Context: an optimization exercise on an open-source flow, tuned for small area. The choices shown serve that exercise and are no tape-out recipe. RTL that was checked went through simulation tests only; none was proved equivalent to the original. Power and IR drop assume default switching activity.

cedar:
## jic
module jic (
    input  wire        clk,
    input  wire        rst,
    input  wire [7:0]  btn_edge,
    input  wire        tick,
    input  wire [7:0]  pin,
    input  wire        conv_done,
    input  wire [15:0] raw0,
    input  wire [15:0] raw1,
    input  wire [15:0] raw2,
    input  wire [15:0] raw3,
    input  wire        tx_done,
    input  wire        plat_fault,
    input  wire [5:0]  tx_raddr,
    output reg         conv_start,
    output reg         tx_start,
    output wire [5:0]  tx_len,
    output wire [7:0]  tx_rdata,
    output wire        tx_busy,
    output wire [7:0]  frame_btn,
    output wire [15:0] frame_ax0,
    output wire [15:0] frame_ax1,
    output wire [15:0] frame_ax2,
    output wire [15:0] frame_ax3,
    output wire        frame_valid,
    output wire        halted
);
For scale: ~180 I/O pins, roughly 19000 um^2 of cells after synthesis.
Settings: LEC_CHECK=0, ABC_AREA=1, CAP_MARGIN=20, CORE_MARGIN=2, CORE_UTILIZATION=60, SLEW_MARGIN=20; clock period 32.0 ns.
standard.sh (not shown) runs the stock make flow with config.mk's settings and CLKGATE_MAP_FILE= SYNTH_SCRIPT=/design/flow/synth_recipe.tcl, a recipe that flattens the netlist after the stock synthesis.
==> flow/flow/run.sh <==
#!/bin/bash
# Layout flow: the standard synthesis, its combinational logic re-mapped for
# area (registers untouched), then the standard layout steps with the
# smallest buffer cell on the ports and a clock tree without dummy loads.
set -uo pipefail
HERE=$(cd "$(dirname "$0")" && pwd)
export BUFFER_PORTS_ARGS="-buffer_cell sky130_fd_sc_hd__buf_1"
export CTS_ARGS="-sink_clustering_enable -repair_clock_nets -dont_use_dummy_load -buf_list sky130_fd_sc_hd__clkbuf_8 -sink_clustering_size 14 -sink_clustering_max_diameter 60"

bash standard.sh synth > standard_synth.log 2>&1 || { tail -20 standard_synth.log; exit 1; }

RES=$PWD/orfs/results/$FLOW_PLATFORM/jic/base
LOGS=$PWD/orfs/logs/$FLOW_PLATFORM/jic/base
LIB=$FLOW_HOME/platforms/$FLOW_PLATFORM/lib/sky130_fd_sc_hd__tt_025C_1v80.lib
DU=$(grep -o -- "-dont_use [^ ]*" $LOGS/1_2_yosys.log | sort -u | tr '\n' ' ')
cp $RES/1_2_yosys.v standard_1_2_yosys.v
if bash $HERE/resyn.sh standard_1_2_yosys.v resyn_1_2_yosys.v "$LIB" "$DU" > resyn.log 2>&1; then
  # keep the result only if it has the same registers
  regs() { grep -oE "sky130_fd_sc_hd__e?dfxtp_[0-9] +[^ (]+" "$1" | sort; }
  if [[ -s resyn_1_2_yosys.v ]] && diff <(regs standard_1_2_yosys.v) <(regs resyn_1_2_yosys.v) > resyn_regs.diff; then
    cp resyn_1_2_yosys.v $RES/1_2_yosys.v
    rm -f $RES/1_synth.odb $RES/1_synth.sdc
    echo "re-mapped netlist in use" >> resyn.log
  else
    echo "register mismatch: standard netlist kept" >> resyn.log
  fi
else
  echo "re-map failed: standard netlist kept" >> resyn.log
fi

bash standard.sh > standard.log 2>&1
status=$?
tail -20 standard.log
exit $status
Other scripts of this flow, unchanged in this note and not shown: flow/flow/lib2v.py, flow/flow/resyn.abc, flow/flow/resyn.sh
The inputs of pepper differ from those of cedar as listed below.
diff --git a/flow/flow/run.sh b/flow/flow/run.sh
--- a/flow/flow/run.sh
+++ b/flow/flow/run.sh
@@ -6,5 +6,5 @@
 HERE=$(cd "$(dirname "$0")" && pwd)
 export BUFFER_PORTS_ARGS="-buffer_cell sky130_fd_sc_hd__buf_1"
-export CTS_ARGS="-sink_clustering_enable -repair_clock_nets -dont_use_dummy_load -buf_list sky130_fd_sc_hd__clkbuf_8 -sink_clustering_size 14 -sink_clustering_max_diameter 60"
+export CTS_ARGS="-sink_clustering_enable -repair_clock_nets -dont_use_dummy_load -buf_list sky130_fd_sc_hd__clkbuf_4 -sink_clustering_size 8 -sink_clustering_max_diameter 60"
 
 bash standard.sh synth > standard_synth.log 2>&1 || { tail -20 standard_synth.log; exit 1; }
diff --git a/flow/config.mk b/flow/config.mk
--- a/flow/config.mk
+++ b/flow/config.mk
@@ -7,6 +7,6 @@
 export LEC_CHECK = 0
 export ABC_AREA = 1
-export CAP_MARGIN = 20
+export CAP_MARGIN = 0
 export CORE_MARGIN = 2
 export CORE_UTILIZATION = 60
-export SLEW_MARGIN = 20
+export SLEW_MARGIN = 0
## What came out
- Re number of antenna violations at the first check in global routing: cedar was lower than pepper.
- Re maximum number of pins on one net before global-route repair: no difference whatsoever between pepper and cedar.
- Between pepper and cedar, the difference in reported leakage power is negligible.
- pepper against cedar: number of clock-tree buffers in the layout saw an increase; number of clock buffers inserted by TritonCTS saw an increase.
- pepper ends up with higher CTS clock-pin slew for the worst setup and hold paths than cedar does.
For ember, these inputs were changed with respect to pepper:
diff --git a/flow/config.mk b/flow/config.mk
--- a/flow/config.mk
+++ b/flow/config.mk
@@ -7,6 +7,7 @@
 export LEC_CHECK = 0
 export ABC_AREA = 1
-export CAP_MARGIN = 0
+export CAP_MARGIN = 20
 export CORE_MARGIN = 2
 export CORE_UTILIZATION = 60
-export SLEW_MARGIN = 0
+export GPL_TIMING_DRIVEN = 0
+export SLEW_MARGIN = 20
[summary]
ember: all stages complete, timing, DRC and antenna checks passed
Taking pepper as the reference point, the post-route standard cell area excluding fillers of ember rises by 1.5%.
| time the final worst path needs with I/O delays and setup | ember vs pepper | worse |
The number of buffers and inverters on the critical path in ember sits 1 below the value recorded for pepper.
Going from pepper to ember, global-route usage -0.96 points, met1 usage in global routing -1.0 points, final worst slack -0.67 ns.
Taking pepper as the reference point, the part of the cycle the worst path needs of ember rises by 2.1 points.
diff inputs: ember => raven
diff --git a/flow/config.mk b/flow/config.mk
--- a/flow/config.mk
+++ b/flow/config.mk
@@ -10,4 +10,3 @@
 export CORE_MARGIN = 2
 export CORE_UTILIZATION = 60
-export GPL_TIMING_DRIVEN = 0
 export SLEW_MARGIN = 20
Across both runs, number of non-clock buffers in the layout was lower for raven than for ember. | final cell count without fillers | raven vs ember | 16 lower |. Setup slack of the critical path after layout sits higher in raven than in ember. From ember to raven the numbers moved as follows: count of nets after finishing now sits lower; worst hold slack after final layout now sits higher; overall routed net length now sits higher; total power of the final layout now sits at about the same level. On combinational power, ember and raven are neck and neck. Going from ember to raven, sequential share of layout area grows by 0.48 points.
Input-level comparison between onyx and raven:
diff --git a/flow/flow/run.sh b/flow/flow/run.sh
--- a/flow/flow/run.sh
+++ b/flow/flow/run.sh
@@ -6,5 +6,5 @@
 HERE=$(cd "$(dirname "$0")" && pwd)
 export BUFFER_PORTS_ARGS="-buffer_cell sky130_fd_sc_hd__buf_1"
-export CTS_ARGS="-sink_clustering_enable -repair_clock_nets -dont_use_dummy_load -buf_list sky130_fd_sc_hd__clkbuf_4 -sink_clustering_size 8 -sink_clustering_max_diameter 60"
+export CTS_ARGS="-sink_clustering_enable -repair_clock_nets -dont_use_dummy_load -buf_list sky130_fd_sc_hd__clkbuf_16 -sink_clustering_size 28 -sink_clustering_max_diameter 100"
 
 bash standard.sh synth > standard_synth.log 2>&1 || { tail -20 standard_synth.log; exit 1; }
Per the final summary, onyx finished and its layout is clean on timing, DRC and antenna.
Wire length of the first global-routing pass: onyx vs raven down about 1%
From onyx to raven, number of cells on the worst reg-to-reg path did not move at all.
Post-layout total power: onyx higher than raven
| final worst-path setup slack | higher: raven |
Non-filler instance count after layout in onyx is 0.86% lower than in raven
Global-route usage for onyx is lower than for raven.
There was hardly any difference in fraction of standard cell area that is sequential between raven and onyx.
The post-detailed-routing wire length in onyx sits about 1.6% below the value recorded for raven.

Another version of the RTL of jic (not shown whole).
Size in the first run: about 180 I/O pins, about 21000 sq um of cells after synthesis.
Settings: LEC_CHECK=0, ABC_AREA=1, CAP_MARGIN=20, CORE_MARGIN=2, CORE_UTILIZATION=40, SLEW_MARGIN=20; clock period 32.0 ns.
==> flow/flow/run.sh <==
#!/bin/bash
# Standard layout, with the smallest buffer cell on the ports and a
# clock tree without dummy loads.
export BUFFER_PORTS_ARGS="-buffer_cell sky130_fd_sc_hd__buf_1"
export CTS_ARGS="-sink_clustering_enable -repair_clock_nets -dont_use_dummy_load -buf_list sky130_fd_sc_hd__clkbuf_8"
bash standard.sh > standard.log 2>&1
status=$?
tail -20 standard.log
exit $status
The first run completed with no timing, DRC or antenna violations.
Then changed:
--- a/flow/flow/run.sh
+++ b/flow/flow/run.sh
@@ -5 +5 @@
-export CTS_ARGS="-sink_clustering_enable -repair_clock_nets -dont_use_dummy_load -buf_list sky130_fd_sc_hd__clkbuf_8"
+export CTS_ARGS="-sink_clustering_enable -repair_clock_nets -dont_use_dummy_load -buf_list sky130_fd_sc_hd__clkbuf_4 -sink_clustering_size 20"
Effect: Non-clock buffer count stays the same; worst setup slack improved by 0.030 ns; clock-buffer cell count goes up by 28; clock power decreases by 10%; area after synthesis is unchanged; hold slack gets better by 0.010 ns; routed wire length hardly moves; register-to-register slack hardly moves.
No functional check of the RTL was part of any run of this note.

Another version of the RTL of jic (not shown whole).
Size in the first run: about 2900 cells after synthesis, roughly 180 I/O pins, ~19000 sq um of cells after synthesis.
Settings: LEC_CHECK=0, ABC_AREA=1, CAP_MARGIN=20, CORE_MARGIN=2, CORE_UTILIZATION=60, SLEW_MARGIN=20; clock period 32.0 ns.
==> flow/flow/run.sh <==
#!/bin/bash
# Layout flow: the standard synthesis, its combinational logic re-mapped for
# area (registers untouched), then the standard layout steps with the
# smallest buffer cell on the ports and a clock tree without dummy loads.
set -uo pipefail
HERE=$(cd "$(dirname "$0")" && pwd)
export BUFFER_PORTS_ARGS="-buffer_cell sky130_fd_sc_hd__buf_1"
export CTS_ARGS="-sink_clustering_enable -repair_clock_nets -dont_use_dummy_load -buf_list sky130_fd_sc_hd__clkbuf_4 -sink_clustering_size 8 -sink_clustering_max_diameter 300"

bash standard.sh synth > standard_synth.log 2>&1 || { tail -20 standard_synth.log; exit 1; }

RES=$PWD/orfs/results/$FLOW_PLATFORM/jic/base
LOGS=$PWD/orfs/logs/$FLOW_PLATFORM/jic/base
LIB=$FLOW_HOME/platforms/$FLOW_PLATFORM/lib/sky130_fd_sc_hd__tt_025C_1v80.lib
DU=$(grep -o -- "-dont_use [^ ]*" $LOGS/1_2_yosys.log | sort -u | tr '\n' ' ')
cp $RES/1_2_yosys.v standard_1_2_yosys.v
if bash $HERE/resyn.sh standard_1_2_yosys.v resyn_1_2_yosys.v "$LIB" "$DU" > resyn.log 2>&1; then
  # keep the result only if it has the same registers
  regs() { grep -oE "sky130_fd_sc_hd__e?dfxtp_[0-9] +[^ (]+" "$1" | sort; }
  if [[ -s resyn_1_2_yosys.v ]] && diff <(regs standard_1_2_yosys.v) <(regs resyn_1_2_yosys.v) > resyn_regs.diff; then
    cp resyn_1_2_yosys.v $RES/1_2_yosys.v
    rm -f $RES/1_synth.odb $RES/1_synth.sdc
    echo "re-mapped netlist in use" >> resyn.log
  else
    echo "register mismatch: standard netlist kept" >> resyn.log
  fi
else
  echo "re-map failed: standard netlist kept" >> resyn.log
fi

bash standard.sh > standard.log 2>&1
status=$?
tail -20 standard.log
exit $status
Other scripts of this flow, unchanged in this note and not shown: flow/flow/lib2v.py, flow/flow/resyn.abc, flow/flow/resyn.sh
The baseline went through all stages and came out clean.
Change:
--- a/flow/flow/run.sh
+++ b/flow/flow/run.sh
@@ -7,3 +7,3 @@
 export BUFFER_PORTS_ARGS="-buffer_cell sky130_fd_sc_hd__buf_1"
-export CTS_ARGS="-sink_clustering_enable -repair_clock_nets -dont_use_dummy_load -buf_list sky130_fd_sc_hd__clkbuf_4 -sink_clustering_size 8 -sink_clustering_max_diameter 300"
+export CTS_ARGS="-sink_clustering_enable -repair_clock_nets -dont_use_dummy_load -buf_list {sky130_fd_sc_hd__clkbuf_4 sky130_fd_sc_hd__clkbuf_8} -sink_clustering_size 12 -sink_clustering_max_diameter 300"
 
The new run finished with timing, DRC and antenna clean.
Combinational power is about the same.
Power rises by 1.5%.
Routed wire length barely changes.
Worst hold slack gets worse by 6.4 ps.
Setup slack gets better by 78 ps.
Via count falls by 0.33%.
No functional check of the RTL was part of any run of this note.

## separate check: timing with driven ports
In the flow no input, the clock included, has a driving cell. The finished layouts below were timed again as built, in two steps. Step 1 assumes that a clkbuf_16 drives the clock port and a buf_2 every other input. Step 2 times the ports against the registers' clock, not the clock port: input delays grow and output delays shrink by t, the midpoint of the rising clock arrivals with the driver on. Three values: ideal ports, drivers, drivers and shift; two values: the first two.
run | shift t [ns] | slack for setup (ns) | worst setup path at the end | worst slew at a driven data input, ns
cedar | 0.619 | 9.129 / 9.106 / 9.106 | input to output | 0.06
pepper | 0.689 | 9.098 / 9.074 / 9.074 | input to output | 0.05
ember | 0.680 | 8.424 / 8.401 / 8.401 | input to output | 0.05
raven | 0.689 | 9.098 / 9.074 / 9.074 | input to output | 0.05
onyx | 0.536 | 9.093 / 9.070 / 9.070 | input to output | 0.06
the first run of note 2 | 0.633 | 8.987 / 8.960 / 8.960 | input to output | 0.09
the second run of note 2 | 0.790 | 9.017 / 8.989 / 8.989 | input to output | 0.09
the first run of note 3 | 0.711 | 7.001 / 6.975 / 6.975 | input to output | 0.05
the second run of note 3 | 0.616 | 7.079 / 7.052 / 7.052 | input to output | 0.05
After both steps setup and hold are still met in every run listed. The setup slack of the second run of note 2, which loses most, moves by -0.028 ns with the drivers and by -0.028 ns with both steps.
